Background: an optimization exercise with open tools, aiming at small area, a short achievable clock period and few clock cycles per item. Do not read the settings as production practice.
At most, simulation tests tie the RTL to the original design; equivalence was not proved.
Power is estimated from default activity; no workload was simulated.

== run a ==
==> flow/design.v (excerpt) <==
module modbus_master #(
    parameter COUNT_MAX = 125
) (
    input  wire        clk,
    input  wire        rst,           
    input  wire        req_valid,
    output wire        req_ready,
    input  wire [7:0]  req_slave,
    input  wire [15:0] req_addr,
    input  wire [15:0] req_count,
    output wire        tx_valid,
    input  wire        tx_ready,
    output wire [7:0]  tx_data,
    input  wire        rx_valid,
    output wire        rx_ready,
    input  wire [7:0]  rx_data,
    input  wire        tmo,
    output wire        res_valid,
    input  wire        res_ready,
    output wire [15:0] res_data,
    output wire [2:0]  res_status,
    output wire        res_last
);
Size in the first run: roughly 4300 cells after synthesis.
clock: 9.0 ns
lec_check: 0
cap_margin: 20
core_margin: 2
core_utilization: 55
place_density: 0.7
setup_slack_margin: 5
slew_margin: 20
run.sh (not shown) runs the stock make flow with config.mk's settings and CLKGATE_MAP_FILE= SYNTH_SCRIPT=/design/flow/synth_recipe.tcl, a recipe that flattens the netlist after the stock synthesis.
Input-level comparison between run b and run a:
Settings: setting CTS_CLUSTER_SIZE to 30 for the first time; setting CTS_BUF_LIST to sky130_fd_sc_hd__clkbuf_8 for the first time.
[summary]
Measured against each other, run a and run b differ in critical path arrival, the higher figure coming from run a.
Relative to run a, the combinational share of power of run b is higher by 0.6 points.
Re standby leakage power: run a and run b aren't equal, and the higher value belongs to run b.
On register-to-register slack: between run a and run b, it ends up higher for run b.
Final worst clock skew in run b is 14 ps above run a.
Run b vs run a: worst vdd rail ir drop up in run b
In run b, number of global-route vias before repair is higher than in run a.
All of run a and run b finish clean.
Looking at final hold slack, run b sits 23 ps below run a.
A critical path endpoint of res_data[12] is what run b shows, while rdat[3] belongs to run a.
x[2] as the origin of the worst setup path was reported by run a, and rdat[12] by run b.
Between run a and run b, the flow reports cell area decreasing slightly.
No run of this note included a check of the RTL's function; only the layout flow was run.

========
== run 1 ==
Another version of the RTL of modbus_master (not shown whole).
For scale: roughly 4100 cells after synthesis, ~2300 flip-flops, ~87 I/O pins, ~0.069 sq mm of cells after synthesis.
Design modbus_master, start of the top module:
module modbus_master #(
    parameter COUNT_MAX = 125
) (
    input  wire        clk,
    input  wire        rst,           
    input  wire        req_valid,
    output wire        req_ready,
    input  wire [7:0]  req_slave,
    input  wire [15:0] req_addr,
    input  wire [15:0] req_count,
    output wire        tx_valid,
    input  wire        tx_ready,
    output wire [7:0]  tx_data,
    input  wire        rx_valid,
    output wire        rx_ready,
    input  wire [7:0]  rx_data,
    input  wire        tmo,
    output wire        res_valid,
    input  wire        res_ready,
    output wire [15:0] res_data,
    output wire [2:0]  res_status,
    output wire        res_last
);
Settings: LEC_CHECK=0, CAP_MARGIN=20, CORE_MARGIN=2, CORE_UTILIZATION=68, CTS_CLUSTER_DIAMETER=75, CTS_CLUSTER_SIZE=30, PLACE_DENSITY=0.8, SLEW_MARGIN=20; clock period 9.0 ns.
standard.sh (not shown) runs the stock make flow with config.mk's settings and CLKGATE_MAP_FILE= SYNTH_SCRIPT=/design/flow/synth_recipe.tcl, a recipe that flattens the netlist after the stock synthesis.
==> flow/flow/run.sh <==
#!/bin/bash
set -euo pipefail
bash standard.sh SETUP_SLACK_MARGIN=6.05 finish > orfs_make.log 2>&1
Having completed the whole flow, run 1 delivered a layout that passed the timing, DRC and antenna checks.
Testbench counts of run 1, summed over its fixed seeds: cycles 16,705, transactions 320.
Input changes introduced in run 2 (baseline for comparison: run 1):
- a change of CORE_UTILIZATION from 68 to 55
- a change of PLACE_DENSITY from 0.8 to 0.7
==> flow/flow/run.sh <==
#!/bin/bash
set -euo pipefail
bash standard.sh SETUP_SLACK_MARGIN=5.6 finish > orfs_make.log 2>&1
Notes after the runs:
- Final cycle utilization of the critical path was lower in the run labelled run 1.
- When run 2 is set beside run 1, its proportion of final cell area spent on non-clock buffers turns out to be 1.5 points smaller.
- Row transition time of the tightest slew-check pin: run 2 higher / run 1 lower
- In run 2 the time the worst path needs with I/O delays and setup turned out 51 ps higher than in run 1.
- Total CTS buffers (lower): run 1
- Summary — number of non-clock buffers in the layout, run 2 relative to run 1: lower, by 71.
#### Input delta (run 3 over run 2)
- CORE_UTILIZATION: 55 -> 80
- PLACE_DENSITY: 0.7 -> 0.88
==> flow/flow/run.sh <==
#!/bin/bash
set -euo pipefail
bash standard.sh SETUP_SLACK_MARGIN=5.9 finish > orfs_make.log 2>&1
Notes after the runs:
Routed length on met2 (run 3 vs. run 2) increases by more than a quarter. Comparing number of CTS-inserted buffers for run 2 and run 3, the bigger number came from run 2. [compare] base=run 2 new=run 3: number of cells in the finished layout apart from fillers went down, top achievable clock speed went down 1.6 MHz.
> inputs changed (run 3 -> run 4)
- CORE_UTILIZATION now 55, was 80
- PLACE_DENSITY now 0.7, was 0.88
==> comparison <==
Run 4 ended up with met4 as its top layer used by detailed routing; run 3 ended up with met5. The lower routed wire length came out of run 4. Pin slew with the least headroom to its limit ends up lower on run 4. Changes observed in run 4 relative to run 3: non-clock buffer count up 14; non-clock inverter total of the final layout flat. Final routed wire length divided by cell count is lower on run 4. Run 4 gives less global-route usage than run 3 did. Run 4 | status: complete | timing, DRC, antenna: pass. Core box area ended up about 46% higher on run 4 than on run 3.

========
== build 79 ==
modbus_master, a different RTL version from the one above (not shown whole).
For scale: roughly 2300 flip-flops, about 69000 um2 of cells after synthesis.
make LEC_CHECK=0 CAP_MARGIN=20 CORE_MARGIN=2 CORE_UTILIZATION=55 CTS_CLUSTER_DIAMETER=45 CTS_CLUSTER_SIZE=32 PLACE_DENSITY=0.7 SETUP_SLACK_MARGIN=5 SLEW_MARGIN=20 finish   # period 9.0 ns
run.sh (not shown) runs the stock make flow with config.mk's settings and CLKGATE_MAP_FILE= SYNTH_SCRIPT=/design/flow/synth_recipe.tcl, a recipe that flattens the netlist after the stock synthesis.
Stock flow here: none of the scripts above is used.
Testbench counts of build 79, summed over its fixed seeds: cycles 16,705, transactions 320.
Relative to build 79, the following input files were edited for build 23:
- a change of CTS_CLUSTER_DIAMETER from 45 to 60
- a change of CTS_CLUSTER_SIZE from 32 to 24
Notes after the runs:
Number of non-filler instances in the completed layout (build 23 over build 79): decrease, 67. Total met3 wirelength after detailed routing, build 23 and build 79, lower one = build 23. As of build 23, overall via count from detail_route had fallen slightly compared to build 79. Global-route wire length before repair delta (build 23 − build 79): favourable. Between build 23 and build 79, the net load switching power is lower for build 23.
The following lists how build 10 was set up differently from build 23:
- CTS_CLUSTER_DIAMETER changed from 60 to 75
- CTS_CLUSTER_SIZE changed from 24 to 30
Results
Build 10: met3 track demand over resource in global routing lower than build 23. Total of buffers placed on input and output ports: build 23 vs build 10 identical. Cell area is lower on build 10.

[re-timing with driven ports]
No port has a modelled driver above. Below, the same layouts with a new extraction and two added sets of constraints. Step 1: set_driving_cell puts a clkbuf_16 on clk and a buf_2 on each other input, an assumption about the parent block. Step 2 times the ports against the registers' clock, not the clock port: input delays grow and output delays shrink by t, the midpoint of the rising clock arrivals with the driver on. Three values: no drivers, after step 1, after step 2; two values: the first two.
| run | t (ns) | slack for setup (ns) | worst register clock-pin slew, ns |
|---|---|---|---|
| run a | 0.874 | 5.190 / 5.190 / 4.374 | 0.07 / 0.07 |
| run b | 1.040 | 5.120 / 5.049 / 4.226 | 0.07 / 0.07 |
| run 1 | 0.772 | 5.733 / 5.655 / 5.381 | 0.12 / 0.12 |
| run 2 | 0.768 | 5.682 / 5.610 / 4.991 | 0.11 / 0.11 |
| run 3 | 0.768 | 5.664 / 5.588 / 5.230 | 0.12 / 0.12 |
| run 4 | 0.764 | 5.734 / 5.665 / 5.192 | 0.11 / 0.11 |
| build 79 | 0.843 | 5.230 / 5.184 / 4.430 | 0.10 / 0.10 |
| build 23 | 0.823 | 5.210 / 5.191 / 4.429 | 0.09 / 0.09 |
| build 10 | 0.766 | 5.188 / 5.231 / 4.465 | 0.11 / 0.11 |
After both steps every run listed still meets setup and hold. For run b, which loses most, drivers alone change the setup slack by -0.071 ns; drivers and shift together by -0.894 ns.
